This is an optimization exercise on Yosys and OpenROAD, whose aim is small area, a short achievable clock period and few clock cycles, not a production implementation. The RTL was checked by simulation tests, not by an equivalence proof against the original design.

== job 105 ==
==> module dwmac_lanes, before the edit <==
module dwmac_lanes (
    input  wire          clk,
    input  wire          rst,
    input  wire          in_valid,
    output wire          in_ready,
    input  wire          in_last,
    input  wire [31:0]   in_src,      
    input  wire [31:0]   in_wt,       
    input  wire [127:0]  in_bias,     
    input  wire [127:0]  in_scale,    
    input  wire [7:0]    in_zp,       
    output reg           out_valid,
    input  wire          out_ready,
    output reg  [31:0]   out_data     
);
    localparam W = 4;
    reg         rdy;
    assign in_ready = rdy;
    reg         rst_q;
    always @(posedge clk)
        rst_q <= rst;
    wire fire = in_valid && rdy;
    reg         x_lv;        
    reg         x_wait;      
    reg         a_full;      
    reg         a_iss;       
    reg  [1:0]  lane;        
    reg         ph;          
    reg  [1:0]  npx;         
    wire x_px    = x_lv || x_wait;           
    wire a_last  = a_iss && lane == 2'd3 && ph;
    wire a_free  = !a_full || a_last;
    wire move    = x_px && a_free;
    wire hold    = x_px && !a_free;
    wire deliver = out_valid && out_ready;
    wire start   = a_full && !a_iss && (npx - {1'b0, deliver} < 2'd2);
    wire issue   = start || a_iss;
    wire a_full_n = move || (a_full && !a_last);
    wire a_iss_n  = issue && !(lane == 2'd3 && ph);
    wire [1:0] lane_n = (issue && ph) ? lane + 2'd1 : lane;
    wire ph_n     = issue ? !ph : ph;
    wire a_free_n = !a_full_n || (a_iss_n && lane_n == 2'd3 && ph_n);
    wire x_px_n   = (fire && in_last) || hold;
    always @(posedge clk) begin
        if (rst) begin
            rdy    <= 1'b1;
            x_lv   <= 1'b0;
            x_wait <= 1'b0;
            a_full <= 1'b0;
            a_iss  <= 1'b0;
            lane   <= 2'd0;
            ph     <= 1'b0;
        end else begin
            rdy    <= !(x_px_n && !a_free_n);
            x_lv   <= fire && in_last;
            x_wait <= hold;
            a_full <= a_full_n;
            a_iss  <= a_iss_n;
            lane   <= lane_n;
            ph     <= ph_n;
        end
    end
    reg  [31:0] x_src;
    reg  [31:0] x_wt;
    reg  [7:0]  x_zp;
    reg  [7:0]  a_zp;
    always @(posedge clk) begin
        x_src <= in_src & {32{fire}};
        x_wt  <= in_wt;
        if (!hold)
            x_zp <= in_zp;
        if (move)
            a_zp <= x_zp;
    end
    reg  [31:0] acc   [0:W-1];
    reg  [31:0] x_b   [0:W-1];       
    reg  [31:0] x_sc  [0:W-1];
    reg  [31:0] a_t   [0:W-1];
    reg  [31:0] a_sc  [0:W-1];
    genvar g;
    generate
        for (g = 0; g < W; g = g + 1) begin : lane_g
            wire [31:0] sum;
            dwmac_mac u_mac (
                .acc  (acc[g]),
                .src  (x_src[8*g +: 8]),
                .wt   (x_wt[8*g +: 8]),
                .bias (x_b[g] & {32{x_lv}}),
                .sum  (sum)
            );
            always @(posedge clk) begin
                if (rst_q || x_lv)
                    acc[g] <= 32'd0;
                else
                    acc[g] <= sum;
                if (!hold) begin
                    x_b[g]  <= in_bias[32*g +: 32];
                    x_sc[g] <= in_scale[32*g +: 32];
                end else if (x_lv) begin
                    x_b[g]  <= sum;
                end
                if (move) begin
                    a_t[g]  <= x_lv ? sum : x_b[g];
                    a_sc[g] <= x_sc[g];
                end
            end
        end
    endgenerate
    wire [7:0]  q;
    wire        q_v;
    wire [1:0]  q_l;
    dwmac_req u_req (
        .clk   (clk),
        .rst   (rst),
        .in_v  (issue),
        .in_ph (ph),
        .in_l  (lane),
        .t     (a_t[lane]),
        .scale (a_sc[lane]),
        .zp    (a_zp),
        .out_v (q_v),
        .out_l (q_l),
        .q     (q)
    );
    reg  [31:0] stg;
    reg         stg_full;
    wire        xfer = stg_full && (!out_valid || out_ready);
    always @(posedge clk) begin
        if (rst) begin
            npx       <= 2'd0;
            stg_full  <= 1'b0;
            out_valid <= 1'b0;
        end else begin
            npx <= npx + {1'b0, start} - {1'b0, deliver};
            if (q_v && q_l == 2'd3)
                stg_full <= 1'b1;
            else if (xfer)
                stg_full <= 1'b0;
            if (xfer)
                out_valid <= 1'b1;
            else if (out_ready)
                out_valid <= 1'b0;
        end
    end
    integer i;
    always @(posedge clk) begin
        for (i = 0; i < W; i = i + 1)
            if (q_v && q_l == i[1:0])
                stg[8*i +: 8] <= q;
        if (xfer)
            out_data <= stg;
    end
endmodule
==> flow/config.mk <==
export PLATFORM = sky130hd
export DESIGN_NAME = dwmac_lanes
export DESIGN_NICKNAME = dwmac_lanes
export VERILOG_FILES = /design/flow/design.v
export SDC_FILE = /design/flow/constraint.sdc
export NUM_CORES = 4
export LEC_CHECK = 0
export ABC_AREA = 1
export CAP_MARGIN = 20
export CORE_MARGIN = 2
export CORE_UTILIZATION = 40
export SLEW_MARGIN = 20
==> flow/constraint.sdc <==
create_clock -name core_clock -period 27.0 [get_ports {clk}]
set_input_delay 5.4000 -clock core_clock [delete_from_list [all_inputs] [get_ports {clk}]]
set_output_delay 5.4000 -clock core_clock [all_outputs]
set_load 0.01 [all_outputs]
standard.sh (not shown) runs the stock make flow with config.mk's settings and CLKGATE_MAP_FILE= SYNTH_SCRIPT=/design/flow/synth_recipe.tcl, a recipe that flattens the netlist after the stock synthesis.
==> flow/flow/run.sh <==
#!/bin/bash
# The standard layout (the standard.sh: standard synthesis, floorplan,
# placement, CTS, routing), with one change: the buffer that ORFS puts on
# every input and output port is a buf_2 cell instead of the cell that
# buffer_ports picks by itself (a clkdlybuf4s50_1 delay buffer, which is
# larger and slower). Every port still gets its buffer.
set -o pipefail
export BUFFER_PORTS_ARGS="-buffer_cell sky130_fd_sc_hd__buf_2"
bash standard.sh 2>&1 | tee standard.log
Testbench counts of job 105, summed over its fixed seeds: cycles 34,079.
Modified inputs, job 101 compared to job 105
--- a/flow/design.v
+++ b/flow/design.v
@@ -474,22 +474,20 @@
                 .wt   (x_wt[8*g +: 8]),
                 .bias (x_b[g] & {32{x_lv}}),
                 .sum  (sum)
             );
             always @(posedge clk) begin
-                if (rst_q || x_lv)
+                if (rst_q || move)
                     acc[g] <= 32'd0;
                 else
                     acc[g] <= sum;
                 if (!hold) begin
                     x_b[g]  <= in_bias[32*g +: 32];
                     x_sc[g] <= in_scale[32*g +: 32];
-                end else if (x_lv) begin
-                    x_b[g]  <= sum;
                 end
                 if (move) begin
-                    a_t[g]  <= x_lv ? sum : x_b[g];
+                    a_t[g]  <= sum;
                     a_sc[g] <= x_sc[g];
                 end
             end
         end
     endgenerate
==> comparison <==
The inserted tap cell count of job 101 is lower than that of job 105.
Compared with job 105, job 101 ends up with less cell area.
Setup skew after layout delta (job 101 − job 105): favourable
Between job 105 and job 101, sequential share of the synthesized area increased.
Cell count in job 101 is 726 lower than in job 105
Job 101 -> job 105: sequential cell count delta 0, exact match
Job 101 gives less final critical-path share of the clock period than job 105 did.
On maximum clock insertion buffer count, job 101 and job 105 are neck and neck.
Going from job 105 to job 101, number of nets produced by synthesis fell by 8.5%; total wire length after detailed routing -about 9%.
Testbench counts of job 101, summed over its fixed seeds: cycles 34,079.

[what the ideal ports hide]
The flow's constraints put no driver on any port. The routed layouts listed below were extracted and timed again, unchanged, in two steps. Step 1 sets driving cells, clkbuf_16 on the clock port and buf_2 on the other inputs (assumed; they add their load-dependent delay and slew). Step 2 times the ports against the registers' clock, not the clock port: input delays grow and output delays shrink by t, the midpoint of the rising clock arrivals with the driver on. a / b / c = no drivers / after step 1 / after step 2; a / b = the first two.
| run | t, ns | setup WS [ns] | slew at the worst register clock pin (ns) | worst data-port slew with drivers (ns) |
|---|---|---|---|---|
| job 105 | 0.821 | 20.065 / 19.981 / 19.914 | 0.07 / 0.07 | 0.14 |
| job 101 | 0.775 | 20.128 / 20.047 / 19.944 | 0.07 / 0.07 | 0.18 |
After both steps setup and hold are still met in every run listed. The setup slack of job 101, which loses most, moves by -0.081 ns with the drivers and by -0.184 ns with both steps.
